This design comes from an exercise in tuning for small area on the open sky130 flow, not from production work.
RTL that was checked went through simulation tests only; none was proved equivalent to the original.
Only the layout flow was run in runs 2 and 3; the RTL was not checked for function there.
The clock port is modelled as an ideal driver; clocking choices that lean on that would not hold on a real chip.
Power is estimated from default activity; no workload was simulated.

**flow/post_cts.tcl**
```tcl
set sizes {sky130_fd_sc_hd__clkbuf_2 sky130_fd_sc_hd__clkbuf_4 sky130_fd_sc_hd__clkbuf_8 sky130_fd_sc_hd__clkbuf_16}
set n_up 0
for {set iter 0} {$iter < 4} {incr iter} {
  estimate_parasitics -placement
  set up {}
  foreach inst [get_cells *] {
    set k [lsearch -exact $sizes [get_property $inst ref_name]]
    if {$k < 0 || $k == [llength $sizes] - 1} { continue }
    set out [get_pins -of_objects $inst -filter "direction == output"]
    set loads [get_pins -of_objects [get_nets -of_objects $out] -filter "direction == input"]
    set worst 0
    foreach l $loads {
      if {[get_property $l lib_pin_name] ne "CLK"} { continue }
      set s [get_property $l slew_max]
      if {$s > $worst} { set worst $s }
    }
    puts "post_cts: pass $iter [get_full_name $inst] [get_property $inst ref_name] [llength $loads] loads, worst slew $worst"
    if {$worst > 0.110} { lappend up [list $inst [lindex $sizes [expr {$k + 1}]]] }
  }
  if {[llength $up] == 0} { break }
  foreach u $up { replace_cell [lindex $u 0] [lindex $u 1]; incr n_up }
}
puts "post_cts: $n_up clock buffer resizes"
if {$n_up > 0} {
  detailed_placement
  check_placement -verbose
}
```
**config.mk**
```make
export PLATFORM = sky130hd
export DESIGN_NAME = dmx_core
export DESIGN_NICKNAME = dmx_core
export VERILOG_FILES = /design/flow/design.v
export SDC_FILE = /design/flow/constraint.sdc
export NUM_CORES = 4
export LEC_CHECK = 0
export CAP_MARGIN = 20
export CORE_MARGIN = 2
export CORE_UTILIZATION = 40
export GPL_TIMING_DRIVEN = 1
export SLEW_MARGIN = 20
```
**constraint.sdc**
```tcl
create_clock -name core_clock -period 8.0 [get_ports {clk}]
set_input_delay 1.6000 -clock core_clock [delete_from_list [all_inputs] [get_ports {clk}]]
set_output_delay 1.6000 -clock core_clock [all_outputs]
set_load 0.01 [all_outputs]
```
**flow/cts_args.txt**
```
-sink_clustering_enable -repair_clock_nets -buf_list {sky130_fd_sc_hd__clkbuf_4} -dont_use_dummy_load
```
**flow/area.abc**
```
strash
&get -n
&st
&dch -f
&nf
&put
strash
&get -n
&st
&dch -f
&nf
&put
strash
&get -n
&st
&dch -f
&nf
&put
topo
stime -c
```
**design.v**
```verilog
module alarm_dueby #(
    parameter W = 16
) (
    input  wire [W-1:0] c,
    input  wire [W-1:0] target,
    output wire         due
);
    wire [W-1:0] cy;
    assign cy[0] = 1'b1;
    genvar i;
    generate
        for (i = 0; i < W - 1; i = i + 1) begin : g_chain
            assign cy[i+1] = (c[i] & ~target[i]) | (cy[i] & (c[i] | ~target[i]));
        end
    endgenerate
    assign due = ~(c[W-1] ^ ~target[W-1] ^ cy[W-1]);
endmodule
module alarm_timer (
    input  wire        clk,
    input  wire        rst,
    input  wire [23:0] tc,
    input  wire [2:0]  t_op,
    input  wire [23:0] t_arg,
    output wire        t_due
);
    reg  [23:0] tsched;
    wire op_set = (t_op == 3'd1);
    wire [23:0] base = op_set ? tc : tsched;
    wire [23:0] g = base & t_arg;
    wire [23:0] p = base ^ t_arg;
    wire [23:0] sum;
    wire [24:0] cy;
    assign cy[0] = 1'b0;
    genvar i;
    generate
        for (i = 0; i < 24; i = i + 2) begin : g_add
            assign cy[i+1] = g[i] | (p[i] & cy[i]);
            assign cy[i+2] = (g[i+1] | (p[i+1] & g[i])) | (p[i+1] & p[i] & cy[i]);
            assign sum[i]   = p[i] ^ cy[i];
            assign sum[i+1] = p[i+1] ^ cy[i+1];
        end
    endgenerate
    wire due;
    alarm_dueby #(.W(24)) u_cmp (.c(tc), .target(sum), .due(due));
    wire due_op = (t_op == 3'd3) | (t_op == 3'd4) | (t_op == 3'd5);
    assign t_due = due_op & due & ~rst;
    always @(posedge clk) begin
        if (rst)
            tsched <= 24'd0;
        else if (op_set || (t_op == 3'd5 && due))
            tsched <= sum;
        else if (t_op == 3'd2 || (t_op == 3'd4 && due))
            tsched <= tc;
    end
endmodule
module dmx_frame_decoder (
    input  wire        clk,
    input  wire        rst,
    input  wire        init,
    input  wire        in_valid,
    output wire        in_ready,
    input  wire [7:0]  in_data,
    input  wire [15:0] c,
    output reg         sink_cfg_valid,
    output wire [9:0]  sink_cfg_count,
    output reg         sink_wr_valid,
    output reg  [8:0]  sink_wr_index,
    output reg  [7:0]  sink_wr_data,
    output reg         ok_pulse,
    output reg         err_pulse,
    output wire [7:0]  err_tag,
    output reg         ok_indicator
);
    localparam [2:0] ST_START_M = 3'b100;
    localparam [2:0] ST_START_C = 3'b101;
    localparam [2:0] ST_START_0 = 3'b110;
    localparam [2:0] ST_CMD     = 3'b111;
    localparam [2:0] ST_LOW     = 3'b000;
    localparam [2:0] ST_HIGH    = 3'b001;
    localparam [2:0] ST_DATA    = 3'b010;
    reg [2:0]  state;
    reg [9:0]  active;
    reg        wfirst;
    wire [9:0] idx = {wfirst, sink_wr_index};
    wire [7:0] last_byte = sink_wr_data;
    reg [15:0] deadline;   
    wire rst_any = rst | init;
    assign in_ready = ~rst_any;
    wire accept = in_valid & ~rst_any;
    wire [7:0] ch = in_data;
    assign sink_cfg_count = active;
    assign err_tag = {~err_pulse, ~state[1] | state[0], state[1] & ~state[0],
                      state[1] & err_pulse, ~(state[1] | state[0]),
                      ~(state[1] | state[0] | ~err_pulse), state[0] & err_pulse,
                      ~state[1]};
    wire idle_due;
    alarm_dueby #(.W(16)) u_idle (.c(c), .target(deadline), .due(idle_due));
    wire [15:0] c_dl;
    wire [16:3] ic;
    assign c_dl[2:0] = c[2:0];
    assign ic[3] = 1'b0;
    genvar k;
    generate
        for (k = 3; k < 16; k = k + 1) begin : g_dl
            if (k == 3 || k == 6 || k == 7) begin : g_one
                assign c_dl[k] = ~(c[k] ^ ic[k]);
                assign ic[k+1] = c[k] | ic[k];
            end else begin : g_zero
                assign c_dl[k] = c[k] ^ ic[k];
                assign ic[k+1] = c[k] & ic[k];
            end
        end
    endgenerate
    wire is_start = state[2] & ~(state[1] & state[0]);
    wire m_start  = (ch == 8'h7E);
    wire resync   = ~is_start & m_start & idle_due;
    wire d_zero = (ch == 8'd0) & (last_byte == 8'd0);
    wire d_over = (ch[7:2] != 6'd0) | (ch[1] & (ch[0] | (last_byte != 8'd0)));
    wire [9:0] d = {ch[1:0], last_byte};
    wire [9:0] windex;
    wire [10:0] wc;
    assign wc[0] = 1'b1;
    generate
        for (k = 0; k < 10; k = k + 1) begin : g_inc
            assign windex[k] = idx[k] ^ wc[k];
            assign wc[k+1]   = idx[k] & wc[k];
        end
    endgenerate
    wire more = (windex != active);
    reg [2:0] n_state;
    reg       err, ok, wr, cfg, set_active, start_data;
    always @(*) begin
        n_state    = state;
        err        = 1'b0;
        ok         = 1'b0;
        wr         = 1'b0;
        cfg        = 1'b0;
        set_active = 1'b0;
        start_data = 1'b0;
        if (is_start | resync) begin
            if (m_start) begin
                n_state = ST_CMD;
                err     = resync;
            end else begin
                err     = 1'b1;
                n_state = ST_START_M;
            end
        end else begin
            case (state)
                ST_CMD: begin
                    if (ch == 8'h06) begin
                        n_state = ST_LOW;
                    end else begin
                        err     = 1'b1;
                        n_state = ST_START_M;
                    end
                end
                ST_LOW: n_state = ST_HIGH;
                ST_HIGH: begin
                    if (d_zero) begin
                        err     = 1'b1;
                        n_state = ST_START_0;
                    end else if (d_over) begin
                        err     = 1'b1;
                        n_state = ST_START_C;
                    end else begin
                        n_state    = ST_DATA;
                        start_data = 1'b1;
                        if (d != active) begin
                            set_active = 1'b1;
                            cfg        = 1'b1;
                        end
                    end
                end
                default: begin
                    if (more) begin
                        wr = 1'b1;
                    end else if (ch == 8'hE7) begin
                        ok      = 1'b1;
                        n_state = ST_START_M;
                    end else begin
                        err     = 1'b1;
                        n_state = ST_START_M;
                    end
                end
            endcase
        end
    end
    always @(posedge clk) begin
        if (accept)
            sink_wr_data <= ch;
        if (accept & start_data)
            {wfirst, sink_wr_index} <= 10'h3FF;
        else if (accept & wr)
            {wfirst, sink_wr_index} <= windex;
        if (rst_any | accept)
            deadline <= c_dl;
    end
    always @(posedge clk) begin
        if (rst_any) begin
            state          <= ST_START_M;
            active         <= 10'd0;
            ok_indicator   <= 1'b0;
            sink_cfg_valid <= 1'b1;
            sink_wr_valid  <= 1'b0;
            ok_pulse       <= 1'b0;
            err_pulse      <= 1'b0;
        end else if (accept) begin
            state          <= n_state;
            if (err)
                active <= 10'd0;
            else if (set_active)
                active <= d;
            if (err)
                ok_indicator <= 1'b0;
            else if (ok)
                ok_indicator <= 1'b1;
            sink_cfg_valid <= err | cfg;
            sink_wr_valid  <= wr;
            ok_pulse       <= ok;
            err_pulse      <= err;
        end else begin
            sink_cfg_valid <= 1'b0;
            sink_wr_valid  <= 1'b0;
            ok_pulse       <= 1'b0;
            err_pulse      <= 1'b0;
        end
    end
endmodule
module dmx_core (
    input  wire        clk,
    input  wire        rst,
    input  wire [31:0] now,
    input  wire        init,
    input  wire        in_valid,
    output wire        in_ready,
    input  wire [7:0]  in_data,
    output wire        sink_cfg_valid,
    output wire [9:0]  sink_cfg_count,
    output wire        sink_wr_valid,
    output wire [8:0]  sink_wr_index,
    output wire [7:0]  sink_wr_data,
    output wire        ok_pulse,
    output wire        err_pulse,
    output wire [7:0]  err_tag,
    output wire        ok_indicator,
    input  wire [2:0]  t_op,
    input  wire [23:0] t_arg,
    output wire        t_due
);
    dmx_frame_decoder u_dec (
        .clk            (clk),
        .rst            (rst),
        .init           (init),
        .in_valid       (in_valid),
        .in_ready       (in_ready),
        .in_data        (in_data),
        .c              (now[15:0]),
        .sink_cfg_valid (sink_cfg_valid),
        .sink_cfg_count (sink_cfg_count),
        .sink_wr_valid  (sink_wr_valid),
        .sink_wr_index  (sink_wr_index),
        .sink_wr_data   (sink_wr_data),
        .ok_pulse       (ok_pulse),
        .err_pulse      (err_pulse),
        .err_tag        (err_tag),
        .ok_indicator   (ok_indicator)
    );
    alarm_timer u_timer (
        .clk   (clk),
        .rst   (rst),
        .tc    (now[31:8]),
        .t_op  (t_op),
        .t_arg (t_arg),
        .t_due (t_due)
    );
endmodule
```
**flow/run.sh**
```bash
#!/bin/bash
# The standard layout, with two changes:
#  - synthesis maps with ABC's area-oriented script flow/area.abc (the rest of
#    the standard flow's synthesis script is unchanged, so the registers are the same);
#  - port buffers are sky130_fd_sc_hd__buf_1 cells.
set -euo pipefail
HERE=$PWD
{
  echo "proc abc {args} {"
  echo "  set i [lsearch -exact \$args -script]"
  echo "  if {\$i >= 0} { lset args [expr {\$i + 1}] $HERE/flow/area.abc }"
  echo "  yosys abc {*}\$args"
  echo "}"
  cat synth_recipe.tcl
} > my_synth.tcl
sed "s#SYNTH_SCRIPT=[^ ]*#SYNTH_SCRIPT=$HERE/my_synth.tcl#" standard.sh > my_standard.sh
export BUFFER_PORTS_ARGS="-buffer_cell sky130_fd_sc_hd__buf_1"
if [[ -f flow/cts_args.txt ]]; then export CTS_ARGS="$(cat flow/cts_args.txt)"; fi
if [[ -f flow/post_cts.tcl ]]; then export POST_CTS_TCL="$HERE/flow/post_cts.tcl"; fi
bash my_standard.sh > flow.log 2>&1
```
**standard.sh**
```bash
#!/bin/bash
# synth_recipe.tcl (not shown) runs the flow's synth.tcl, then flattens the netlist and writes it again
# the make line also repeats each setting of config.mk as NAME=value (left out here)
make -C /OpenROAD-flow-scripts/flow DESIGN_CONFIG=/design/flow/config.mk WORK_HOME=/design/flow/orfs CLKGATE_MAP_FILE= SYNTH_SCRIPT=/design/flow/synth_recipe.tcl "${@:-finish}"
```
==> results.cfg, run 1 <==
[sta]
fin_crit_sh_pct = 95.6
hold_violations = 0
period_needed_ns = 7.64
setup_ws_ns = 0.355
rsz0062_at_grt = false
setup_viol = 0
tightest_slew_ns = 0.711
drv_slew = 0
max_slew_margin_pct = 52.6
skew_ns = 0.0273
fmax_mhz = 131

[die]
core_area_um2 = 11900
die_w_um = 114
dieArea_um2 = 13000
ioPinCount = 113
rows = 40
die_h_um = 114
start_util_pct = 40.8

[grt]
met2_usage_pct = 30.4
grt_usage_pct = 19.3
top_usage_layer = met2
antenna_found_initial = 1
grt_overflow = 0
grt_max_degree = 30
grt_pass1_wl_um = 20000
grtUsageMet3_pct = 3.49
grt_pass1_vias = 4174
met1_usage_pct = 26.5

[yosys]
seq_area_frac_synth_pct = 36.3
async_reset_ff_share_pct = 0
synth-adder-area-share_pct = 15.2
ys_warn_count = 2
synthFlopType = dfxtp_1
synth.distinct_cells = 48
synth_area_um2 = 4860
synth_simple_gate_area_share_pct = 13.4
avgSynthCellArea_um2 = 9.83
ys_ff_latch = 76
syn_inst = 494
synth.mux.area_fraction_pct = 5.31
synthesis.nets = 617
synth_xor_area_share_pct = 6.85
synth-compound-area-share_pct = 20.0
synth_top_family_by_area = compound AO/OA/AOI/OAI gates
synth-edff-count = 24

[placement]
dpl_worst_slack_ns = -0.0562
io_buffers = 112
dp_cells = 771
gp_congestion = 0.880
dp.final_hpwl_um = 9360

[finish]
nNetsFinal = 758
drive_above_1_share_pct = 6.00
final-instance-count-excl-fill = 781
area.growth.synth_to_final_pct = 18.6

[critical_path]
worstSetupPathType = in -> out
r2r_slack_ns = 2.50
max_stage_delay_ns = 0.51
cp_max_fo = 6
worstReg2RegEnd = u_timer.tsched[17]
r2r_start = u_timer.tsched[0]
rr_worst_depth = 29
required_ns = 6.40
startpoint_type = input port
endpoint_kind = primary output
cpMaxStageDelayCell = fa_1
critPathArrivalTime_ns = 6.04

[worst_hold_path]
holdPathStages = 2
min_delay_worst_endpoint = u_timer.tsched[10]
hold_start = u_timer.tsched[10]
hold_path.class = reg -> reg

[routing]
avgRoutedWirePerCell_um = 15.5
totalWireLength_um = 12100
num_vias = 4335
first_pass_iters = 5
drt_iter0_drc = 277
ant_nets = 0
drc = 0
via_per_inst = 5.55

[cts]
cts_num_sinks = 76
clk_latency_ns = 0.44
path_clk_slew_ns = 0.07
tritoncts = yes

[run]
maxCapViolations = 0

[power_and_ir_drop]
irDropWorstVdd_mv = 0.141
p_per_area_nw_per_um2 = 231
leakagePower_uw = 0.00232

[status]
status = timing/DRC/antenna clean
[synth_stat cells, types with 5 or more instances]
library cell,n,share of area [%]
o21ai_0,8,0.82
nor3_1,8,0.82
mux2_1,14,3.2
a211oi_1,5,0.77
nor4_1,5,0.64
mux2i_1,10,2.1
ha_1,40,10
xor2_1,9,1.6
o221ai_1,6,1.1
nand3_1,21,2.2
nand2b_1,10,1.3
nor2_1,23,1.8
a22oi_1,8,1.2
o22ai_1,13,1.7
dfxtp_1,52,21
nand2_1,33,2.5
fa_1,12,4.9
edfxtp_1,24,15
nor2b_1,6,0.77
a2bb2oi_1,7,1.3
xnor2_1,29,5.2
a22o_1,15,2.7
a21oi_1,42,4.3
o221a_1,8,1.9
clkinv_1,37,2.9
[cell type report]
| class | count | area (um2) |
|---|---|---|
| antenna | 1 | 2.50 |
| clock buffer | 9 | 98.8 |
| fill | 1172 | 6150 |
| inverter | 37 | 139 |
| multi-input combinational | 381 | 3010 |
| sequential | 76 | 1760 |
| tap | 147 | 184 |
| timing repair buffer | 130 | 562 |
[cell usage in the layout (no fill, tap or decap), drive strengths merged, types with 15 or more instances in the layout]
cell type	netlist	layout
nand2	33	33
xnor2	29	29
a21oi	42	42
clkinv	37	37
edfxtp	24	24
nor2	23	23
ha	40	40
dfxtp	52	52
a22o	15	15
buf	0	128
nand3	21	21
[per-stage QoR]
step	instance area [um2]	total power (uW)	TNS, ns	hold WS (ns)	util [%]
floorplan	4870	929	0	0.417	-
global placement	5620	1100	0	0.437	47.2
global route	5760	1440	0	0.484	48.4
finish	5760	1330	0	0.459	48.4
detailed placement	5620	1120	-0.0562	0.453	47.2
[worst max-delay path: cells and delay by family]
family | cells | cell delay (ns)
AO/OA/AOI/OAI | 9 | 1.59
adder cells (fa/ha/maj) | 3 | 1.09
buffers and inverters | 4 | 0.41
AND/OR/NAND/NOR | 13 | 1.33
[cell families (layout without fill, tap and decap cells)]
| logic type | Yosys count | count (layout) |
|---|---|---|
| AO/OA/AOI/OAI | 138 | 138 |
| AND/OR/NAND/NOR | 129 | 129 |
| adder cells (fa/ha/maj) | 52 | 52 |
| buffers and inverters | 37 | 176 |
| XOR/XNOR | 38 | 38 |
| multiplexers | 24 | 24 |
| other | 0 | 1 |
| flip-flops | 76 | 76 |
[worst max-delay path by stage]
stage               startpoint     to  slack, ns  cells past startpoint
detailed placement     t_op[0]  t_due      -0.06                     30
global placement       t_op[0]  t_due       0.07                     29
global route           t_op[0]  t_due      0.003                     29
floorplan              t_op[0]  t_due        0.1                     27
finish                 t_op[0]  t_due       0.36                     29
[layer usage]
layer	wire length (um)	vias to the layer above	share of wire, %
met2	5680	133	47
met1	5640	2045	47
met4	210	0	1.7
li1	-	2139	-
met5	0	-	0
met3	595	18	4.9
[registers in the layout, indices dropped and copies added, names as in the netlist]
signal and count:
u_dec.sink_wr_index 9, u_dec.sink_wr_data 8, u_timer.tsched 24, u_dec.deadline 16, u_dec.err_pulse 1, u_dec.ok_indicator 1, u_dec.sink_wr_valid 1, u_dec.wfirst 1
u_dec.sink_cfg_valid 1, u_dec.state 3, u_dec.active 10, u_dec.ok_pulse 1
[report_power, final]
part | switching, uW | total [uW] | internal (uW)
registers | 30.7 | 485 | 454
logic | 345 | 641 | 296
clock network | 125 | 203 | 78.5
total | 501 | 1330 | 828
==> run 2: changes to the inputs <==
--- a/design.v
+++ b/design.v
@@ -25,7 +25,7 @@
 );
     reg  [23:0] tsched;
     wire op_set = (t_op == 3'd1);
-    wire [23:0] base = op_set ? tc : tsched;
+    wire [23:0] base = (t_op[2:1] == 2'b00) ? tc : tsched;
     wire [23:0] g = base & t_arg;
     wire [23:0] p = base ^ t_arg;
     wire [23:0] sum;
==> results.cfg, run 2 <==
[status]
status = timing/DRC/antenna clean

[finish]
drive_above_1_share_pct = 8.40
final_util_pct = 49.5
nNetsFinal = 792
largest_register_ffs = 24
top_register = u_timer.tsched
final_common_cell = buf_1
fillCellCount = 1175
final_cell_mix = buf_1, nand2_1, dfxtp_1, ha_1, nor2_1
final-instance-count-excl-fill = 836
area.growth.synth_to_final_pct = 20.7
reg_top3 = u_timer.tsched x24, u_dec.deadline x16, u_dec.active x10
regArea_um2 = 1760
multi_input_area_um2 = 3120

[die]
core_area_um2 = 12100
die_w_um = 115
start_util_pct = 41.0
die_h_um = 115
ioPinCount = 113
rows = 40
dieArea_um2 = 13300

[placement]
dp.final_hpwl_um = 9370
io_buffers = 112
dp_cells = 821
gp_congestion = 0.896

[worst_hold_path]
holdPathStages = 2
hold_path.class = reg -> reg
hold_start = u_timer.tsched[18]

[grt]
grt_usage_pct = 19.1
grt_max_degree = 40
grt_pass1_vias = 4329
antenna_found_initial = 1
grt_pass1_wl_um = 20200
grt_overflow = 0

[yosys]
async_reset_ff_share_pct = 0
ys_warn_count = 2
synthFlopType = dfxtp_1
synth.distinct_cells = 42
yosysMostFrequentCell = nand2_1
avgSynthCellArea_um2 = 9.60
yosys.area.top_type = dfxtp_1
synth_area_um2 = 4940
yosys-top-cells-area = dfxtp_1, edfxtp_1, ha_1
netlist.area_leader.share_pct = 21.1
syn_inst = 515
ys_ff_latch = 76
synth_commonest_cells = nand2_1, dfxtp_1, ha_1
synthesis.nets = 638
seq_area_frac_synth_pct = 35.6
synth-edff-count = 24

[sta]
final.setup.tns_ns = 0
hold_violations = 0
fin_crit_sh_pct = 96.7
period_needed_ns = 7.74
max_slew_margin_pct = 36.7
skew_ns = 0.0347
setup_viol = 0
rsz0062_at_grt = false
tightest_slew_ns = 0.946
fmax_mhz = 129
drv_slew = 0

[routing]
avgRoutedWirePerCell_um = 14.7
via_per_inst = 5.35
ant_nets = 0
drc = 0
totalWireLength_um = 12300
drt_iter0_drc = 175
first_pass_iters = 5
num_vias = 4473

[critical_path]
r2r_start = u_timer.tsched[0]
critPathArrivalTime_ns = 6.14
startpoint = t_op[1]
required_ns = 6.40
endpoint_kind = primary output
rr_worst_depth = 23
startpoint_type = input port
worstSetupPathType = in -> out
cp_max_fo = 4

[run]
maxCapViolations = 0

[cts]
cts_num_sinks = 76
tritoncts = yes
path_clk_slew_ns = 0.07
clk_latency_ns = 0.44

[power_and_ir_drop]
leakagePower_uw = 0.00254
p_per_area_nw_per_um2 = 207
irDropWorstVdd_mv = 0.114
-- run 2: changes by cell type after synthesis, sizes merged, moves of 5 or more --
cell	before	now
o221a	8	0
xnor2	29	17
o22ai	13	7
a2bb2oi	7	2
nor3	8	23
nand3	21	11
a211oi	5	14
xor2	9	22
nor2	23	39
o311a	0	16
nand2	33	54
a21oi	42	23
-- run 2: power breakdown --
part | leakage (uW) | switching [uW] | internal (uW)
clock network | 0.0000492 | 126 | 68.1
logic | 0.00182 | 306 | 273
registers | 0.000665 | 21.4 | 443
-- run 2: kinds of logic (layout without fill, tap and decap cells) --
group,count (synthesis),after routing,synth area share (%)
adder cells (fa/ha/maj),55,55,15.6
multiplexers,29,29,6.33
AO/OA/AOI/OAI,113,113,17.0
buffers and inverters,34,186,2.58
XOR/XNOR,39,39,6.91
flip-flops,76,76,35.6
other,0,1,0
AND/OR/NAND/NOR,169,169,16.0
-- run 2: worst paths after layout --
path | endpoint | slack [ns]
hold / removal | u_timer.tsched[18] | 0.49
setup / recovery | t_due | 0.26
setup reg to reg | u_timer.tsched[1] | 2.85
hold reg to reg | u_timer.tsched[18] | 0.49
-- run 2: metal layers --
layer / vias to the layer above / GRT usage (%) / wire [um]
met4: 0 / 6.91 / 197
met3: 14 / 2.90 / 522
met2: 105 / 32.2 / 5950
met5: - / 0 / 0
met1: 2130 / 25.0 / 5630
li1: 2224 / - / -
-- run 2: final cells by class --
cell class | count | area share [%]
antenna | 1 | 0.0420
multi-input combinational | 405 | 52.3
sequential | 76 | 29.5
inverter | 34 | 2.14
clock buffer | 9 | 1.45
timing repair buffer | 143 | 11.0
tap | 168 | 3.52
-- run 2: worst max-delay path, cell delays in order --
cell	delay (ns)
buf_1	0.11
nor2_4	0.17
mux2_4	0.31
ha_2	0.18
fa_2	0.36
a21o_1	0.19
a21oi_2	0.17
o21ai_2	0.07
buf_4	0.14
fa_1	0.47
a221oi_1	0.35
o221ai_1	0.19
a21oi_1	0.17
o221ai_1	0.12
a21oi_1	0.14
o221ai_1	0.14
a21oi_1	0.19
o221ai_1	0.12
a21o_1	0.18
a21o_1	0.19
and2_4	0.16
nor4b_2	0.24
buf_2	0.17
-- run 2: through the flow --
step	power [uW]	hold WS [ns]	setup slack, ns	cell area, um2
finish	1240	0.492	0.263	5960
global route	1330	0.505	0.0295	5960
floorplan	839	0.463	0.00221	4960
global placement	999	0.472	0.0282	5800
detailed placement	1010	0.479	-0.102	5800
==> run 3: changes to the inputs <==
--- a/design.v
+++ b/design.v
@@ -25,21 +25,23 @@
 );
     reg  [23:0] tsched;
     wire op_set = (t_op == 3'd1);
-    wire [23:0] base = (t_op[2:1] == 2'b00) ? tc : tsched;
+    wire [23:0] base = op_set ? tc : tsched;
     wire [23:0] g = base & t_arg;
     wire [23:0] p = base ^ t_arg;
     wire [23:0] sum;
     wire [24:0] cy;
     assign cy[0] = 1'b0;
+    assign cy[1] = g[0];
     genvar i;
     generate
-        for (i = 0; i < 24; i = i + 2) begin : g_add
-            assign cy[i+1] = g[i] | (p[i] & cy[i]);
+        for (i = 0; i < 24; i = i + 2) begin : g_even
             assign cy[i+2] = (g[i+1] | (p[i+1] & g[i])) | (p[i+1] & p[i] & cy[i]);
-            assign sum[i]   = p[i] ^ cy[i];
-            assign sum[i+1] = p[i+1] ^ cy[i+1];
-        end
-    endgenerate
+        end
+        for (i = 1; i < 23; i = i + 2) begin : g_odd
+            assign cy[i+2] = (g[i+1] | (p[i+1] & g[i])) | (p[i+1] & p[i] & cy[i]);
+        end
+    endgenerate
+    assign sum = p ^ cy[23:0];
     wire due;
     alarm_dueby #(.W(24)) u_cmp (.c(tc), .target(sum), .due(due));
     wire due_op = (t_op == 3'd3) | (t_op == 3'd4) | (t_op == 3'd5);
==> results.cfg, run 3 <==
[status]
status = timing/DRC/antenna clean

[yosys]
netlist.area_leader.share_pct = 21.2
ys_ff_latch = 76
async_reset_ff_share_pct = 0
synth_commonest_cells = dfxtp_1, clkinv_1, ha_1
ys_warn_count = 2
synth_area_um2 = 4900
syn_inst = 536
synthFlopType = dfxtp_1
synthesis.nets = 650
synth-edff-count = 24
synth.distinct_cells = 49
avgSynthCellArea_um2 = 9.15
yosysMostFrequentCell = dfxtp_1
yosys.area.top_type = dfxtp_1
yosys-top-cells-area = dfxtp_1, edfxtp_1, ha_1
seq_area_frac_synth_pct = 35.9

[placement]
dp.final_hpwl_um = 9340
io_buffers = 112
gp_congestion = 0.911

[critical_path]
r2r_slack_ns = 2.50
endpoint_kind = primary output
cp_max_fo = 5
critPathArrivalTime_ns = 6.07
startpoint_type = input port
rr_worst_depth = 24
worstReg2RegEnd = u_timer.tsched[22]
required_ns = 6.40
r2r_start = u_timer.tsched[0]
worstSetupPathType = in -> out

[cts]
path_clk_slew_ns = 0.09
tritoncts = yes
cts_num_sinks = 76
clk_latency_ns = 0.45

[finish]
final_util_pct = 50.3
largest_register_ffs = 24
top_register = u_timer.tsched
reg_top3 = u_timer.tsched x24, u_dec.deadline x16, u_dec.active x10
nNetsFinal = 805
drive_above_1_share_pct = 10.3
area.growth.synth_to_final_pct = 23.3
final_cell_mix = buf_1, dfxtp_1, clkinv_1, ha_1, nor2_1
final_common_cell = buf_1
diodes = 0

[sta]
period_needed_ns = 7.67
tightest_slew_ns = 1.05
setup_viol = 0
hold_slack_ns = 0.468
rsz0062_at_grt = false
max_slew_margin_pct = 30.1
fmax_mhz = 130
hold_violations = 0
fin_crit_sh_pct = 95.9
skew_ns = 0.0298
drv_slew = 0

[routing]
totalWireLength_um = 12900
drc = 0
num_vias = 4611
via_per_inst = 5.52
ant_nets = 0
drt_iter0_drc = 275
first_pass_iters = 5
avgRoutedWirePerCell_um = 15.4

[power_and_ir_drop]
leakagePower_uw = 0.00247
power_uw = 1510
irDropWorstVdd_mv = 0.145
p_per_area_nw_per_um2 = 249

[grt]
grt_pass1_wl_um = 20400
grt_pass1_vias = 4364
grt_overflow = 0
antenna_found_initial = 0
grt_usage_pct = 19.2
grt_max_degree = 31

[die]
die_h_um = 115
core_area_um2 = 12000
ioPinCount = 113
rows = 40
die_w_um = 115
dieArea_um2 = 13200
start_util_pct = 40.8

[worst_hold_path]
hold_path.class = reg -> reg
min_delay_worst_endpoint = u_timer.tsched[10]
hold_start = u_timer.tsched[10]
holdPathStages = 2

[run]
maxCapViolations = 0
run 3: cell types whose count changed in the layout (fill, tap and decap cells not counted), sizes merged, moves of 11 or more:
cell    previous run  this run
nand2             54        35
a21oi             23        41
xnor2             17        34
o311a             16         0
mux2              18         3
o21a               0        15
clkinv            34        48
a211oi            14         2
a221oi             1        13
fa                12         1
run 3: per-layer routing:
layer	part of all wire (%)	vias up	global-route usage [%]
met5	0	-	0
met4	1.1	0	5.78
met3	5.2	16	3.60
met2	46	121	30.4
met1	47	2153	26.6
li1	-	2321	-
run 3: through the flow:
stage	std cells	setup TNS (ns)	cell area [um2]	setup slack [ns]
after global placement	818	0	5690	0.0372
final	836	0	6040	0.331
after global routing	836	0	6040	0.0161
after floorplan	536	0	4920	0.0246
after detailed placement	818	-0.0198	5690	-0.0198
run 3: kinds of logic (layout without fill, tap and decap cells):
kind of cell    count (synthesis)  after routing  share of synthesized area, %
fa+ha+maj                      46             46                          11.7
simple gates                  140            140                          13.8
xor+xnor                       50             50                          8.93
flops                          76             76                          35.9
compound gates                163            163                          23.2
mux                            13             13                          2.73
buf+inv                        48            201                          3.67
run 3: worst max-delay path: stages:
cell      delay (ns)
clkbuf_2        0.09
nor2b_4         0.13
nor2b_4         0.20
buf_4           0.14
a21oi_2         0.07
ha_1            0.33
a211oi_4        0.09
o31ai_4         0.28
a31oi_2         0.14
o31a_1          0.34
o31ai_4         0.30
a31oi_4         0.13
o31a_1          0.32
o31a_1          0.37
o31ai_4         0.30
a31oi_4         0.13
o21bai_1        0.15
a21oi_1         0.09
xnor2_1         0.22
xnor2_1         0.18
a21o_1          0.13
nand2_1         0.06
nor4_2          0.11
buf_2           0.16
run 3: cell type report:
type | count | area, um2
sequential | 76 | 1760
tap | 147 | 184
inverter | 48 | 180
multi-input combinational | 412 | 3150
clock buffer | 9 | 98.8
timing repair buffer | 144 | 668
fill | 1166 | 5970
run 3: report_power, final:
part	leakage [uW]	internal (uW)	switching [uW]
clock	0.0000544	78.6	133
sequential	0.000665	456	29.8
combinational	0.00175	381	429
run 3: worst max path at each step:
stage	slack, ns	from	endpoint
6_report	0.33	t_op[0]	t_due
5_1_grt	0.02	t_op[0]	t_due
2_1_floorplan	0.02	t_op[0]	t_due
3_3_place_gp	0.04	t_op[0]	t_due
3_5_place_dp	-0.02	t_op[0]	t_due
==> run 4: changes to the inputs <==
--- a/design.v
+++ b/design.v
@@ -31,17 +31,15 @@
     wire [23:0] sum;
     wire [24:0] cy;
     assign cy[0] = 1'b0;
-    assign cy[1] = g[0];
     genvar i;
     generate
-        for (i = 0; i < 24; i = i + 2) begin : g_even
+        for (i = 0; i < 24; i = i + 2) begin : g_add
+            assign cy[i+1] = g[i] | (p[i] & cy[i]);
             assign cy[i+2] = (g[i+1] | (p[i+1] & g[i])) | (p[i+1] & p[i] & cy[i]);
-        end
-        for (i = 1; i < 23; i = i + 2) begin : g_odd
-            assign cy[i+2] = (g[i+1] | (p[i+1] & g[i])) | (p[i+1] & p[i] & cy[i]);
-        end
-    endgenerate
-    assign sum = p ^ cy[23:0];
+            assign sum[i]   = p[i] ^ cy[i];
+            assign sum[i+1] = p[i+1] ^ cy[i+1];
+        end
+    endgenerate
     wire due;
     alarm_dueby #(.W(24)) u_cmp (.c(tc), .target(sum), .due(due));
     wire due_op = (t_op == 3'd3) | (t_op == 3'd4) | (t_op == 3'd5);
==> flow/cts_args.txt (replaced) <==
-sink_clustering_enable -repair_clock_nets -buf_list {sky130_fd_sc_hd__clkbuf_8} -sink_clustering_size 20 -sink_clustering_max_diameter 300 -sink_clustering_levels 1 -dont_use_dummy_load
==> results.cfg, run 4 <==
[status]
status = timing/DRC/antenna clean

[finish]
multi_input_area_um2 = 3010
regArea_um2 = 1760
final_util_pct = 48.6
reg_top3 = u_timer.tsched x24, u_dec.deadline x16, u_dec.active x10
nNetsFinal = 758
area.growth.synth_to_final_pct = 19.1
largest_register_ffs = 24
final_common_cell = buf_1
diodes = 0
final-instance-count-excl-fill = 780
drive_above_1_share_pct = 6.00
final_cell_mix = buf_1, dfxtp_1, a21oi_1, ha_1, clkinv_1
top_register = u_timer.tsched
fillCellCount = 1171

[routing]
avgRoutedWirePerCell_um = 15.5
ant_nets = 0
num_vias = 4326
totalWireLength_um = 12100
via_per_inst = 5.55
drt_iter0_drc = 254
drc = 0
first_pass_iters = 5

[critical_path]
cpMaxStageDelayCell = fa_1
startpoint_type = input port
worstSetupPathType = in -> out
cp_max_fo = 6
cp_num_buf_inv = 4
critPathArrivalTime_ns = 6.05
endpoint_kind = primary output
max_stage_delay_ns = 0.51
required_ns = 6.40
r2r_slack_ns = 2.54
cp_top_family = compound AO/OA/AOI/OAI gates

[die]
ioPinCount = 113
die_h_um = 114
start_util_pct = 40.8
rows = 40
core_area_um2 = 11900
die_w_um = 114
dieArea_um2 = 13000

[run]
maxCapViolations = 0

[grt]
grt_pass1_vias = 4176
grt_max_degree = 30
antenna_found_initial = 0
grt_overflow = 0
grt_usage_pct = 19.3
grt_pass1_wl_um = 20000

[sta]
skew_ns = 0.0183
hold_violations = 0
fmax_mhz = 131
setup_viol = 0
setup_ws_ns = 0.347
max_slew_margin_pct = 52.6
fin_crit_sh_pct = 95.7
period_needed_ns = 7.65
rsz0062_at_grt = false
final.setup.tns_ns = 0
tightest_slew_ns = 0.710
drv_slew = 0

[cts]
tritoncts = yes
clk_latency_ns = 0.35
cts_num_sinks = 76
path_clk_slew_ns = 0.07

[placement]
dp.final_hpwl_um = 9360
gp_congestion = 0.880
dpl_worst_slack_ns = -0.0562
dp_cells = 771
io_buffers = 112

[worst_hold_path]
hold_path.class = reg -> reg

[yosys]
syn_inst = 494
synth_area_um2 = 4860
synth_commonest_cells = dfxtp_1, a21oi_1, ha_1
synth.distinct_cells = 48
avgSynthCellArea_um2 = 9.83
yosysMostFrequentCell = dfxtp_1
yosys.area.top_type = dfxtp_1
seq_area_frac_synth_pct = 36.3
ys_ff_latch = 76
ys_warn_count = 2
synthFlopType = dfxtp_1
netlist.area_leader.share_pct = 21.4
synthesis.nets = 617
synth-edff-count = 24
async_reset_ff_share_pct = 0
yosys-top-cells-area = dfxtp_1, edfxtp_1, ha_1

[power_and_ir_drop]
power_uw = 1350
p_per_area_nw_per_um2 = 234
leakagePower_uw = 0.00233
irDropWorstVdd_mv = 0.141
run 4: cell count changes in the layout (fill, tap and decap cells not counted), moves of 10 or more:
cell	before	now
buf_4	31	17
mux2_1	3	14
clkinv_1	48	37
nor2_1	38	23
nand3_1	7	21
o21a_1	15	1
fa_1	0	12
a221oi_1	13	3
run 4: power by group:
group          internal [uW]  leakage (uW)  switching (uW)
clock network            101     0.0000647             126
registers                455      0.000665            30.3
logic                    296       0.00160             346
total                    851       0.00233             502
run 4: routing by layer:
metal	vias to the layer above	track usage, %	share of wire, %
li1	2137	-	-
met1	2061	26.5	47
met2	112	30.6	47
met3	16	3.44	4.2
met4	0	6.99	1.5
met5	-	0	0
run 4: cells by family after synthesis:
| family | synth area share [%] |
|---|---|
| xor+xnor | 6.85 |
| mux | 5.31 |
| buf+inv | 2.86 |
| simple gates | 13.4 |
| fa+ha+maj | 15.2 |
| compound gates | 20.0 |
| flops | 36.3 |
run 4: area by class of cell:
class | instances | area share (%)
multi-input cells | 381 | 52.1
flip-flops and latches | 76 | 30.5
repair buffers | 130 | 9.71
well taps | 147 | 3.18
inverters | 37 | 2.40
clock buffers | 9 | 2.14
run 4: worst min-delay path, delay by kind of cell, from the launching register on:
kind | cells | cell delay, ns
AO/OA/AOI/OAI | 1 | 0.06
buffers and inverters | 1 | 0.05
flip-flops | 1 | 0.30
run 4: final timing paths:
| check | cells after the start | end | from |
|---|---|---|---|
| setup / recovery | 29 | t_due | t_op[0] |
| hold / removal | 2 | u_timer.tsched[10] | u_timer.tsched[10] |
| setup reg to reg | 29 | u_timer.tsched[17] | u_timer.tsched[0] |
| hold reg to reg | 2 | u_timer.tsched[10] | u_timer.tsched[10] |
run 4: metrics by stage:
stage	hold WS, ns	cell area, um2
floorplan	0.417	4870
global placement	0.437	5620
detailed placement	0.453	5620
global route	0.484	5780
finish	0.460	5780
==> run 5: changes to the inputs <==
==> flow/cts_args.txt (replaced) <==
-sink_clustering_enable -repair_clock_nets -buf_list {sky130_fd_sc_hd__clkbuf_2} -dont_use_dummy_load
==> results.cfg, run 5 <==
[sta]
fmax_mhz = 130
period_needed_ns = 7.67
setup_viol = 0
final.setup.tns_ns = 0
max_slew_margin_pct = 51.0
hold_violations = 0
hold_slack_ns = 0.460
tightest_slew_ns = 0.735
skew_ns = 0.0286
fin_crit_sh_pct = 95.9
drv_slew = 0

[grt]
grt_overflow = 0
grt_max_degree = 30
antenna_found_initial = 0
grt_pass1_wl_um = 20100
grt_pass1_vias = 4192
grt_usage_pct = 19.4

[finish]
area.growth.synth_to_final_pct = 18.5
largest_register_ffs = 24
nNetsFinal = 758
final_area_um2 = 5760
drive_above_1_share_pct = 6.00
regArea_um2 = 1760
final_util_pct = 48.3
top_register = u_timer.tsched
multi_input_area_um2 = 3010
final_common_cell = buf_1
reg_top3 = u_timer.tsched x24, u_dec.deadline x16, u_dec.active x10
diodes = 0
final_cell_mix = buf_1, dfxtp_1, a21oi_1, ha_1, clkinv_1
fillCellCount = 1171

[routing]
drt_iter0_drc = 214
totalWireLength_um = 12200
first_pass_iters = 4
ant_nets = 0
avgRoutedWirePerCell_um = 15.6
drc = 0
via_per_inst = 5.55
num_vias = 4328

[yosys]
yosys.area.top_type = dfxtp_1
synth_area_um2 = 4860
ys_ff_latch = 76
synth.distinct_cells = 48
yosys-top-cells-area = dfxtp_1, edfxtp_1, ha_1
synth-edff-count = 24
seq_area_frac_synth_pct = 36.3
yosysMostFrequentCell = dfxtp_1
netlist.area_leader.share_pct = 21.4
ys_warn_count = 2
synthFlopType = dfxtp_1
synthesis.nets = 617
syn_inst = 494
synth_commonest_cells = dfxtp_1, a21oi_1, ha_1
avgSynthCellArea_um2 = 9.83
async_reset_ff_share_pct = 0

[worst_hold_path]
holdPathStages = 2
hold_path.class = reg -> reg
hold_start = u_timer.tsched[10]
min_delay_worst_endpoint = u_timer.tsched[10]

[cts]
clk_latency_ns = 0.57
path_clk_slew_ns = 0.08
tritoncts = yes
cts_num_sinks = 76

[placement]
dp.final_hpwl_um = 9360
place_area_um2 = 5620
io_buffers = 112
gp_congestion = 0.880

[status]
status = timing/DRC/antenna clean

[critical_path]
r2r_slack_ns = 2.47
cp_num_cells = 29
cp_max_fo = 6
worstSetupPathType = in -> out
r2r_start = u_timer.tsched[0]
endpoint_kind = primary output
worstReg2RegEnd = u_timer.tsched[17]
critPathArrivalTime_ns = 6.07
cp_num_buf_inv = 4
rr_worst_depth = 29
required_ns = 6.40
cpMaxStageDelayCell = fa_1
startpoint_type = input port
cp_top_family = compound AO/OA/AOI/OAI gates
max_stage_delay_ns = 0.52

[run]
maxCapViolations = 0

[die]
die_w_um = 114
core_area_um2 = 11900
dieArea_um2 = 13000
ioPinCount = 113
die_h_um = 114
start_util_pct = 40.8
rows = 40

[power_and_ir_drop]
leakagePower_uw = 0.00232
irDropWorstVdd_mv = 0.142
p_per_area_nw_per_um2 = 231
## run 5: changes by cell type in the layout (fill, tap and decap cells not counted)
cell	delta
clkbuf_4	+3
clkbuf_8	-4
clkbuf_2	+1
## run 5: worst min-delay path, cell delays in order (launching register included)
cell	delay, ns
dfxtp_1	0.30
clkinv_1	0.05
a211oi_1	0.06
## run 5: report_power, final
group	internal [uW]	switching [uW]	total, uW
Sequential	454	30.7	485
Clock	75.0	130	205
Combinational	296	347	643
Total	825	507	1330
## run 5: cell type report
cell class                      count  share of cell area, %
Clock buffer                        9                   1.67
Inverter                           37                   2.41
Multi-Input combinational cell    381                   52.4
Sequential cell                    76                   30.6
Tap cell                          147                   3.19
Timing Repair Buffer              130                   9.76
## run 5: worst max path at each step
stage          endpoint  startpoint
2_1_floorplan     t_due     t_op[0]
3_3_place_gp      t_due     t_op[0]
3_5_place_dp      t_due     t_op[0]
5_1_grt           t_due     t_op[0]
6_report          t_due     t_op[0]
## run 5: metrics by stage
stage / setup slack [ns] / power (uW) / cells
2_1_floorplan: 0.0993 / 929 / 494
3_3_place_gp: 0.0667 / 1100 / 771
3_5_place_dp: -0.0562 / 1120 / 771
5_1_grt: -0.0132 / 1440 / 780
6_report: 0.332 / 1330 / 780
## run 5: routing by layer
metal / up-vias / wire length, um / global-route usage, %
met5: - / 0 / 0
met4: 0 / 187 / 7.24
met3: 12 / 538 / 3.23
met2: 114 / 5740 / 30.8
met1: 2061 / 5730 / 26.6
li1: 2141 / - / -
## run 5: kinds of logic (layout without fill, tap and decap cells)
logic type	after synthesis	count (layout)	share of synthesized area, %
compound gates	138	138	20.0
fa+ha+maj	52	52	15.2
flops	76	76	36.3
xor+xnor	38	38	6.85
buf+inv	37	176	2.86
simple gates	129	129	13.4
mux	24	24	5.31
==> run 6: changes to the inputs <==
--- a/config.mk
+++ b/config.mk
@@ -8,5 +8,5 @@
 export CAP_MARGIN = 20
 export CORE_MARGIN = 2
 export CORE_UTILIZATION = 40
-export GPL_TIMING_DRIVEN = 1
+export GPL_TIMING_DRIVEN = 0
 export SLEW_MARGIN = 20
==> results.cfg, run 6 <==
[sta]
rsz0062_at_grt = false
fin_crit_sh_pct = 96.0
setup_viol = 0
skew_ns = 0.0320
period_needed_ns = 7.68
drv_slew = 0
setup_ws_ns = 0.320
fmax_mhz = 130
final.setup.tns_ns = 0
tightest_slew_ns = 0.962
max_slew_margin_pct = 35.6
hold_violations = 0

[yosys]
synth-edff-count = 24
synthesis.nets = 617
yosys-top-cells-area = dfxtp_1, edfxtp_1, ha_1
async_reset_ff_share_pct = 0
ys_warn_count = 2
yosysMostFrequentCell = dfxtp_1
avgSynthCellArea_um2 = 9.83
synth_commonest_cells = dfxtp_1, a21oi_1, ha_1
ys_ff_latch = 76
synth_area_um2 = 4860
yosys.area.top_type = dfxtp_1
synth.distinct_cells = 48
synthFlopType = dfxtp_1
seq_area_frac_synth_pct = 36.3
syn_inst = 494
netlist.area_leader.share_pct = 21.4

[finish]
fillCellCount = 1219
final_common_cell = buf_1
reg_top3 = u_timer.tsched x24, u_dec.deadline x16, u_dec.active x10
final_util_pct = 48.4
final_cell_mix = buf_1, dfxtp_1, ha_1, a21oi_1, clkinv_1
diodes = 0
multi_input_area_um2 = 3090
final_area_um2 = 5760
drive_above_1_share_pct = 6.88
nNetsFinal = 750
area.growth.synth_to_final_pct = 18.6
regArea_um2 = 1760
top_register = u_timer.tsched
largest_register_ffs = 24

[placement]
dpl_worst_slack_ns = -1.38
gp_congestion = 0.824
place_area_um2 = 5520
dp.final_hpwl_um = 8880
io_buffers = 112

[routing]
first_pass_iters = 4
via_per_inst = 5.53
drt_iter0_drc = 192
num_vias = 4268
drc = 0
ant_nets = 0
totalWireLength_um = 12100
avgRoutedWirePerCell_um = 15.6

[critical_path]
max_stage_delay_ns = 0.51
r2r_slack_ns = 2.17
cp_max_fo = 4
worstSetupPathType = in -> out
startpoint_type = input port
required_ns = 6.40
critPathArrivalTime_ns = 6.08
cpMaxStageDelayCell = fa_1
crit_top_cell = nand3_1
endpoint_kind = primary output

[cts]
tritoncts = yes
cts_num_sinks = 76
clk_latency_ns = 0.56
path_clk_slew_ns = 0.09

[grt]
met1_usage_pct = 25.0
grt_max_degree = 30
grt_pass1_vias = 4131
grtUsageMet3_pct = 4.98
grt_overflow = 0
met2_usage_pct = 31.0
top_usage_layer = met2
grt_usage_pct = 19.1
grt_pass1_wl_um = 19600
antenna_found_initial = 0

[die]
rows = 40
die_h_um = 114
core_area_um2 = 11900
start_util_pct = 40.8
dieArea_um2 = 13000
die_w_um = 114
ioPinCount = 113

[power_and_ir_drop]
power_uw = 1330
p_per_area_nw_per_um2 = 230
irDropWorstVdd_mv = 0.167
leakagePower_uw = 0.00229

[run]
maxCapViolations = 0

[worst_hold_path]
hold_path.class = reg -> reg

[status]
status = timing/DRC/antenna clean
run 6: cell count changes in the layout (fill, tap and decap cells not counted), sizes merged:
cell    previous run  this run
buf              128       117
clkbuf            11        13
nor2b              6         7
run 6: critical path, delay by kind of cell:
kind | cells | cell delay (ns)
compound gates | 10 | 1.58
fa+ha+maj | 3 | 1.04
buf+inv | 4 | 0.42
simple gates | 13 | 1.42
run 6: metal layers:
layer  share of wire [%]  vias up
li1                    -     2133
met1                  45     2003
met2                  48      124
met3                 5.9        8
met4                 1.1        0
met5                   0        -
run 6: logic make-up (layout without fill, tap and decap cells):
kind of cell | count (synthesis) | in the layout | synth area share [%]
AOI/OAI and AO/OA | 138 | 138 | 20.0
adders and majority gates | 52 | 52 | 15.2
and+or+nand+nor | 129 | 130 | 13.4
xor gates and xnor gates | 38 | 38 | 6.85
muxes | 24 | 24 | 5.31
buffers and inverters | 37 | 167 | 2.86
DFF | 76 | 76 | 36.3
run 6: area by class of cell:
| type | instances | share of cell area, % |
|---|---|---|
| flip-flops and latches | 76 | 30.6 |
| inverters | 37 | 2.41 |
| multi-input cells | 382 | 53.6 |
| well taps | 147 | 3.19 |
| repair buffers | 121 | 8.62 |
| clock buffers | 9 | 1.56 |
run 6: path summary, 6_finish.rpt:
kind / start / to / cells past startpoint
hold reg to reg: u_timer.tsched[20] / u_timer.tsched[20] / 2
hold / removal: u_timer.tsched[20] / u_timer.tsched[20] / 2
setup / recovery: t_op[0] / t_due / 30
setup reg to reg: u_timer.tsched[0] / u_timer.tsched[11] / 30
run 6: stage by stage:
stage | hold slack, ns | instances
after floorplan | 0.417 | 494
after global placement | 0.436 | 753
after detailed placement | 0.440 | 755
after global routing | 0.474 | 772
final | 0.452 | 772
run 6: power by group:
group	switching (uW)	leakage [uW]	internal (uW)	total (uW)
clock network	128	0.0000513	69.8	197
logic	359	0.00157	287	646
registers	28.4	0.000665	454	482
==> run 7: changes to the inputs <==
--- a/config.mk
+++ b/config.mk
@@ -9,4 +9,5 @@
 export CORE_MARGIN = 2
 export CORE_UTILIZATION = 40
 export GPL_TIMING_DRIVEN = 0
+export SETUP_SLACK_MARGIN = -0.15
 export SLEW_MARGIN = 20
==> results.cfg, run 7 <==
[status]
status = timing/DRC/antenna clean

[finish]
final_area_um2 = 5740
reg_top3 = u_timer.tsched x24, u_dec.deadline x16, u_dec.active x10
largest_register_ffs = 24
regArea_um2 = 1760
top_register = u_timer.tsched
nNetsFinal = 749
fillCellCount = 1217
diodes = 0
final_cell_mix = buf_1, dfxtp_1, a21oi_1, ha_1, clkinv_1
multi_input_area_um2 = 3080
drive_above_1_share_pct = 6.09
final_common_cell = buf_1
area.growth.synth_to_final_pct = 18.1

[placement]
place_area_um2 = 5520
gp_congestion = 0.824
dpl_worst_slack_ns = -1.38
dp.final_hpwl_um = 8880
io_buffers = 112

[worst_hold_path]
hold_path.class = reg -> reg

[yosys]
netlist.area_leader.share_pct = 21.4
synthesis.nets = 617
yosys-top-cells-area = dfxtp_1, edfxtp_1, ha_1
async_reset_ff_share_pct = 0
yosys.area.top_type = dfxtp_1
synth.distinct_cells = 48
ys_warn_count = 2
avgSynthCellArea_um2 = 9.83
synth_commonest_cells = dfxtp_1, a21oi_1, ha_1
synthFlopType = dfxtp_1
synth-edff-count = 24
ys_ff_latch = 76
seq_area_frac_synth_pct = 36.3
syn_inst = 494
synth_area_um2 = 4860
yosysMostFrequentCell = dfxtp_1

[routing]
drt_iter0_drc = 199
num_vias = 4274
ant_nets = 0
via_per_inst = 5.54
first_pass_iters = 5
totalWireLength_um = 12100
drc = 0
avgRoutedWirePerCell_um = 15.6

[grt]
grt_overflow = 0
met1_usage_pct = 24.9
met2_usage_pct = 30.9
grt_usage_pct = 19.0
antenna_found_initial = 0
grt_pass1_vias = 4119
grt_pass1_wl_um = 19600
grtUsageMet3_pct = 5.19
top_usage_layer = met2
grt_max_degree = 30

[die]
start_util_pct = 40.8
die_h_um = 114
dieArea_um2 = 13000
core_area_um2 = 11900
rows = 40
ioPinCount = 113
die_w_um = 114

[sta]
fmax_mhz = 128
hold_slack_ns = 0.453
drv_slew = 0
final.setup.tns_ns = 0
setup_viol = 0
period_needed_ns = 7.78
skew_ns = 0.0304
tightest_slew_ns = 0.970
fin_crit_sh_pct = 97.3
max_slew_margin_pct = 35.1
setup_ws_ns = 0.218
hold_violations = 0

[cts]
tritoncts = yes
clk_latency_ns = 0.56
cts_num_sinks = 76
path_clk_slew_ns = 0.09

[critical_path]
startpoint_type = input port
cpMaxStageDelayCell = fa_1
critPathArrivalTime_ns = 6.18
endpoint_kind = primary output
cp_max_fo = 8
max_stage_delay_ns = 0.51
worstSetupPathType = in -> out
required_ns = 6.40

[power_and_ir_drop]
irDropWorstVdd_mv = 0.168
power_uw = 1320
combPwrFrac_pct = 48.5
leakagePower_uw = 0.00228
power.share.clock_pct = 15.0
internal_power_uw = 807
power_switching_uw = 513
p_per_area_nw_per_um2 = 230
power_frac_seq_pct = 36.5
switching_share_pct = 38.9

[run]
maxCapViolations = 0
## run 7: cell counts after synthesis
Identical to the previous run, type by type.
## run 7: power by group through the flow
stage                     registers (uW)  clock network, uW  logic (uW)
after detailed placement             491                  0         593
after global placement               490                  0         566
after global routing                 490                222         710
final                                482                198         641
after floorplan                      486                  0         443
## run 7: worst paths after layout
check	startpoint	to	slack, ns	cells past startpoint
worst max-delay path	t_op[0]	t_due	0.22	29
worst min-delay path	u_timer.tsched[20]	u_timer.tsched[20]	0.45	2
worst max register to register	u_timer.tsched[0]	u_timer.tsched[11]	2.09	29
worst min register to register	u_timer.tsched[20]	u_timer.tsched[20]	0.45	2
## run 7: cells by family after synthesis
kind of cell    count (synthesis)  synth area share, %
fa+ha+maj                      52                 15.2
xor+xnor                       38                 6.85
buf+inv                        37                 2.86
compound gates                138                 20.0
mux                            24                 5.31
simple gates                  129                 13.4
flops                          76                 36.3
## run 7: area by class of cell
type	count	share of cell area, %
Multi-Input combinational cell	382	53.7
Clock buffer	9	1.57
Tap cell	147	3.21
Sequential cell	76	30.7
Inverter	37	2.42
Timing Repair Buffer	120	8.40
## run 7: worst max-delay path, delay by kind of cell
family                   cells  cell delay, ns
buffers and inverters        6            0.72
adder cells (fa/ha/maj)      2            0.75
AND/OR/NAND/NOR             13            1.43
multiplexers                 1            0.37
AO/OA/AOI/OAI                7            1.28
## run 7: layer usage
| layer | vias up | share of wire (%) |
|---|---|---|
| li1 | 2126 | - |
| met1 | 2017 | 45 |
| met3 | 10 | 5.6 |
| met5 | - | 0 |
| met4 | 0 | 1.3 |
| met2 | 121 | 48 |
## run 7: through the flow
stage | cells | util (%)
after global routing | 771 | 48.2
after floorplan | 494 | -
after global placement | 753 | 45.9
after detailed placement | 755 | 46.4
final | 771 | 48.2
==> run 8: changes to the inputs <==
--- a/config.mk
+++ b/config.mk
@@ -8,6 +8,6 @@
 export CAP_MARGIN = 20
 export CORE_MARGIN = 2
 export CORE_UTILIZATION = 40
-export GPL_TIMING_DRIVEN = 0
+export GPL_TIMING_DRIVEN = 1
 export SETUP_SLACK_MARGIN = -0.15
 export SLEW_MARGIN = 20
==> results.cfg, run 8 <==
[routing]
wl_met3_um = 520
totalWireLength_um = 12200
avgRoutedWirePerCell_um = 15.6
first_pass_iters = 4
drc = 0
ant_nets = 0
route.met2.wl_um = 5720
num_vias = 4344
drt_iter0_drc = 252
top_layer = met4
via_per_inst = 5.57
wl_met1_um = 5740

[finish]
drive_above_1_share_pct = 5.53
multi_input_area_um2 = 3000
final_cell_mix = buf_1, dfxtp_1, a21oi_1, ha_1, clkinv_1
diodes = 0
regArea_um2 = 1760
reg_top3 = u_timer.tsched x24, u_dec.deadline x16, u_dec.active x10
top_register = u_timer.tsched
area.growth.synth_to_final_pct = 18.2
largest_register_ffs = 24
fillCellCount = 1175
final_common_cell = buf_1
final-instance-count-excl-fill = 780
nNetsFinal = 758

[power_and_ir_drop]
power_frac_seq_pct = 36.6
combPwrFrac_pct = 48.1
irDropWorstVdd_mv = 0.139
p_per_area_nw_per_um2 = 231
switching_share_pct = 38.0
internal_power_uw = 822
power_switching_uw = 504
power.share.clock_pct = 15.3
leakagePower_uw = 0.00231
power_uw = 1330

[grt]
grt_pass1_wl_um = 20100
grt_usage_pct = 19.4
grt_overflow = 0
grt_pass1_vias = 4192
antenna_found_initial = 0
grt_max_degree = 30

[die]
die_h_um = 114
core_area_um2 = 11900
die_w_um = 114
dieArea_um2 = 13000
rows = 40
ioPinCount = 113
start_util_pct = 40.8

[critical_path]
r2r_start = u_timer.tsched[0]
max_stage_delay_ns = 0.52
worstSetupPathType = in -> out
critPathArrivalTime_ns = 6.16
endpoint_kind = primary output
required_ns = 6.40
startpoint_type = input port
cp_num_buf_inv = 4
startpoint = t_op[0]
cpMaxStageDelayCell = fa_1
cp_max_fo = 6
cp_top_family = compound AO/OA/AOI/OAI gates

[yosys]
synth.distinct_cells = 48
syn_inst = 494
synth_area_um2 = 4860
yosys-top-cells-area = dfxtp_1, edfxtp_1, ha_1
async_reset_ff_share_pct = 0
avgSynthCellArea_um2 = 9.83
yosys.area.top_type = dfxtp_1
synth-edff-count = 24
seq_area_frac_synth_pct = 36.3
netlist.area_leader.share_pct = 21.4
synthFlopType = dfxtp_1
synthesis.nets = 617
ys_warn_count = 2
synth_commonest_cells = dfxtp_1, a21oi_1, ha_1
yosysMostFrequentCell = dfxtp_1
ys_ff_latch = 76

[sta]
fin_crit_sh_pct = 97.0
setup_viol = 0
skew_ns = 0.0338
final.setup.tns_ns = 0
tightest_slew_ns = 0.709
fmax_mhz = 129
setup_ws_ns = 0.240
period_needed_ns = 7.76
max_slew_margin_pct = 52.7
hold_violations = 0
drv_slew = 0

[placement]
dp_cells = 771
dpl_worst_slack_ns = -0.0562
io_buffers = 112
dp.final_hpwl_um = 9360
gp_congestion = 0.880

[run]
maxCapViolations = 0

[cts]
cts_num_sinks = 76
path_clk_slew_ns = 0.08
clk_latency_ns = 0.57
tritoncts = yes

[status]
status = timing/DRC/antenna clean

[worst_hold_path]
hold_path.class = reg -> reg
hold_start = u_timer.tsched[10]
## run 8: layer usage
layer | vias up | global-route usage, %
met5 | - | 0
met4 | 0 | 7.24
met1 | 2073 | 26.6
met2 | 119 | 30.8
met3 | 13 | 3.23
li1 | 2139 | -
## run 8: worst min-delay path, stage by stage (launching register included)
cell and delay (ns):
dfxtp_1 0.30, clkinv_1 0.05, a211oi_1 0.06
## run 8: metrics by stage
stage | hold slack, ns | area (um2) | utilization [%]
finish | 0.460 | 5740 | 48.2
global route | 0.485 | 5740 | 48.2
detailed placement | 0.453 | 5620 | 47.2
global placement | 0.437 | 5620 | 47.2
floorplan | 0.417 | 4870 | -
## run 8: kinds of logic after synthesis
family | synth area share (%)
compound gates | 20.0
simple gates | 13.4
fa+ha+maj | 15.2
buf+inv | 2.86
xor+xnor | 6.85
mux | 5.31
flops | 36.3
## run 8: cell type report
type / count / area share [%]
clock buffer: 9 / 1.68
inverter: 37 / 2.42
multi-input combinational: 381 / 52.3
sequential: 76 / 30.7
tap: 147 / 3.20
timing repair buffer: 130 / 9.74
## run 8: power groups by stage
| stage | Clock, uW | Combinational, uW | Sequential (uW) |
|---|---|---|---|
| after floorplan | 0 | 443 | 486 |
| after global routing | 230 | 718 | 491 |
| after detailed placement | 0 | 623 | 493 |
| after global placement | 0 | 604 | 492 |
| final | 203 | 638 | 485 |
## run 8: worst paths after layout
check | end | slack, ns | depth (start not counted)
hold / removal | u_timer.tsched[10] | 0.46 | 2
setup / recovery | t_due | 0.24 | 29
setup reg to reg | u_timer.tsched[17] | 2.47 | 29
hold reg to reg | u_timer.tsched[10] | 0.46 | 2
==> run 9: changes to the inputs <==
--- a/config.mk
+++ b/config.mk
@@ -9,5 +9,6 @@
 export CORE_MARGIN = 2
 export CORE_UTILIZATION = 40
 export GPL_TIMING_DRIVEN = 1
-export SETUP_SLACK_MARGIN = -0.15
+export PLACE_DENSITY = 0.9
+export SETUP_SLACK_MARGIN = -0.2
 export SLEW_MARGIN = 20
==> results.cfg, run 9 <==
[die]
core_area_um2 = 11900
start_util_pct = 40.8
dieArea_um2 = 13000
rows = 40
ioPinCount = 113
die_w_um = 114
die_h_um = 114

[routing]
ant_nets = 0
first_pass_iters = 5
totalWireLength_um = 11900
via_per_inst = 5.60
avgRoutedWirePerCell_um = 15.3
num_vias = 4350
drt_iter0_drc = 357
drc = 0

[finish]
final_common_cell = buf_1
nNetsFinal = 755
top_register = u_timer.tsched
area.growth.synth_to_final_pct = 18.3
diodes = 0
drive_above_1_share_pct = 5.40
reg_top3 = u_timer.tsched x24, u_dec.deadline x16, u_dec.active x10
final_cell_mix = buf_1, dfxtp_1, a21oi_1, ha_1, clkinv_1
final_util_pct = 48.3
largest_register_ffs = 24

[sta]
fmax_mhz = 128
fin_crit_sh_pct = 97.5
hold_violations = 0
drv_slew = 0
period_needed_ns = 7.80
tightest_slew_ns = 0.773
hold_slack_ns = 0.450
setup_viol = 0
max_slew_margin_pct = 48.5
skew_ns = 0.0231

[yosys]
synthesis.nets = 617
ys_ff_latch = 76
synth_area_um2 = 4860
synth.distinct_cells = 48
syn_inst = 494
yosys-top-cells-area = dfxtp_1, edfxtp_1, ha_1
async_reset_ff_share_pct = 0
seq_area_frac_synth_pct = 36.3
yosysMostFrequentCell = dfxtp_1
yosys.area.top_type = dfxtp_1
avgSynthCellArea_um2 = 9.83
ys_warn_count = 2
synthFlopType = dfxtp_1
synth_commonest_cells = dfxtp_1, a21oi_1, ha_1
netlist.area_leader.share_pct = 21.4
synth-edff-count = 24

[critical_path]
startpoint_type = input port
cpMaxStageDelayCell = fa_1
endpoint_kind = primary output
critPathArrivalTime_ns = 6.20
worstSetupPathType = in -> out
cp_max_fo = 6
max_stage_delay_ns = 0.51
required_ns = 6.40

[power_and_ir_drop]
p_per_area_nw_per_um2 = 228
leakagePower_uw = 0.00230
irDropWorstVdd_mv = 0.213

[grt]
grt_overflow = 0
grt_usage_pct = 18.4
grt_max_degree = 30
antenna_found_initial = 0
grt_pass1_wl_um = 19400
grt_pass1_vias = 4156

[placement]
io_buffers = 112
dp.final_hpwl_um = 8870
gp_congestion = 0.897

[cts]
tritoncts = yes
clk_latency_ns = 0.54
cts_num_sinks = 76
path_clk_slew_ns = 0.07

[status]
status = timing/DRC/antenna clean

[worst_hold_path]
hold_path.class = reg -> reg

[run]
maxCapViolations = 0
-- run 9: changes by cell type in the layout (fill, tap and decap cells not counted), sizes merged --
| cell | previous run | this run |
|---|---|---|
| clkbuf | 9 | 11 |
| buf | 130 | 125 |
-- run 9: final timing paths --
check	from	endpoint	slack, ns	cells after the start
min	u_timer.tsched[10]	u_timer.tsched[10]	0.45	2
min reg2reg	u_timer.tsched[10]	u_timer.tsched[10]	0.45	2
max	t_op[1]	t_due	0.20	29
max reg2reg	u_timer.tsched[0]	u_timer.tsched[9]	2.45	29
-- run 9: layout make-up --
class	instances	area [um2]
inverter	37	139
tap	147	184
multi-input combinational	381	3000
timing repair buffer	127	564
sequential	76	1760
fill	1085	6160
clock buffer	9	96.3
-- run 9: where the power goes --
group	total [uW]	switching [uW]	internal, uW
Combinational	626	342	284
Sequential	484	30.3	454
Clock	201	126	75.0
Total	1310	498	813
-- run 9: logic make-up (layout without fill, tap and decap cells) --
| family | after synthesis | count (layout) | synth area share [%] |
|---|---|---|---|
| multiplexers | 24 | 24 | 5.31 |
| AND/OR/NAND/NOR | 129 | 129 | 13.4 |
| adder cells (fa/ha/maj) | 52 | 52 | 15.2 |
| AO/OA/AOI/OAI | 138 | 138 | 20.0 |
| buffers and inverters | 37 | 173 | 2.86 |
| XOR/XNOR | 38 | 38 | 6.85 |
| flip-flops | 76 | 76 | 36.3 |
-- run 9: routing by layer --
metal / track usage, % / routed length, um / part of all wire [%] / up-vias
li1: - / - / - / 2144
met1: 24.0 / 5380 / 45 / 2041
met2: 29.7 / 5550 / 47 / 143
met3: 4.82 / 749 / 6.3 / 22
met4: 6.02 / 188 / 1.6 / 0
met5: 0 / 0 / 0 / -
-- run 9: through the flow --
stage,TNS [ns],std cells,power [uW],area [um2],setup slack (ns)
after floorplan,0,494,929,4870,0.0993
after global placement,0,765,1070,5590,0.0257
after detailed placement,-0.106,765,1090,5590,-0.106
after global routing,-0.202,777,1410,5750,-0.202
final,0,777,1310,5750,0.203
-- run 9: critical path, delay by kind of cell --
kind                     cells  cell delay, ns
buffers and inverters        4            0.42
AO/OA/AOI/OAI                9            1.66
AND/OR/NAND/NOR             13            1.45
adder cells (fa/ha/maj)      3            1.06

[port drivers added, routing unchanged]
In the flow no input, the clock included, has a driving cell. The finished layouts below were timed again as built, in two steps. Step 1 (the two cells are an assumption about what drives the block):
set clk [get_ports {clk}]
set_driving_cell -lib_cell sky130_fd_sc_hd__clkbuf_16 $clk
set_driving_cell -lib_cell sky130_fd_sc_hd__buf_2 [delete_from_list [all_inputs] $clk]
Step 2 adds t to the input delays and takes it off the output delays; t is the mean of the earliest and latest rising clock arrival at the registers after step 1. Input paths then give back, and output paths get back, about the clock's delay inside the block. Slacks: ideal ports / drivers / drivers and shift; pairs: ideal ports / drivers.
| run | shift t [ns] | setup WS [ns] | worst register clock-pin slew, ns |
|---|---|---|---|
| run 1 | 0.458 | 0.355 / 0.333 / 0.333 | 0.09 / 0.09 |
| run 2 | 0.459 | 0.263 / 0.240 / 0.240 | 0.11 / 0.11 |
| run 3 | 0.470 | 0.331 / 0.308 / 0.308 | 0.11 / 0.11 |
| run 4 | 0.381 | 0.347 / 0.324 / 0.324 | 0.08 / 0.08 |
| run 5 | 0.593 | 0.332 / 0.309 / 0.309 | 0.10 / 0.10 |
| run 6 | 0.573 | 0.320 / 0.297 / 0.297 | 0.10 / 0.10 |
| run 7 | 0.575 | 0.218 / 0.195 / 0.195 | 0.10 / 0.10 |
| run 8 | 0.584 | 0.240 / 0.218 / 0.218 | 0.10 / 0.10 |
| run 9 | 0.559 | 0.203 / 0.184 / 0.184 | 0.09 / 0.09 |
After both steps setup and hold are still met in every run listed.
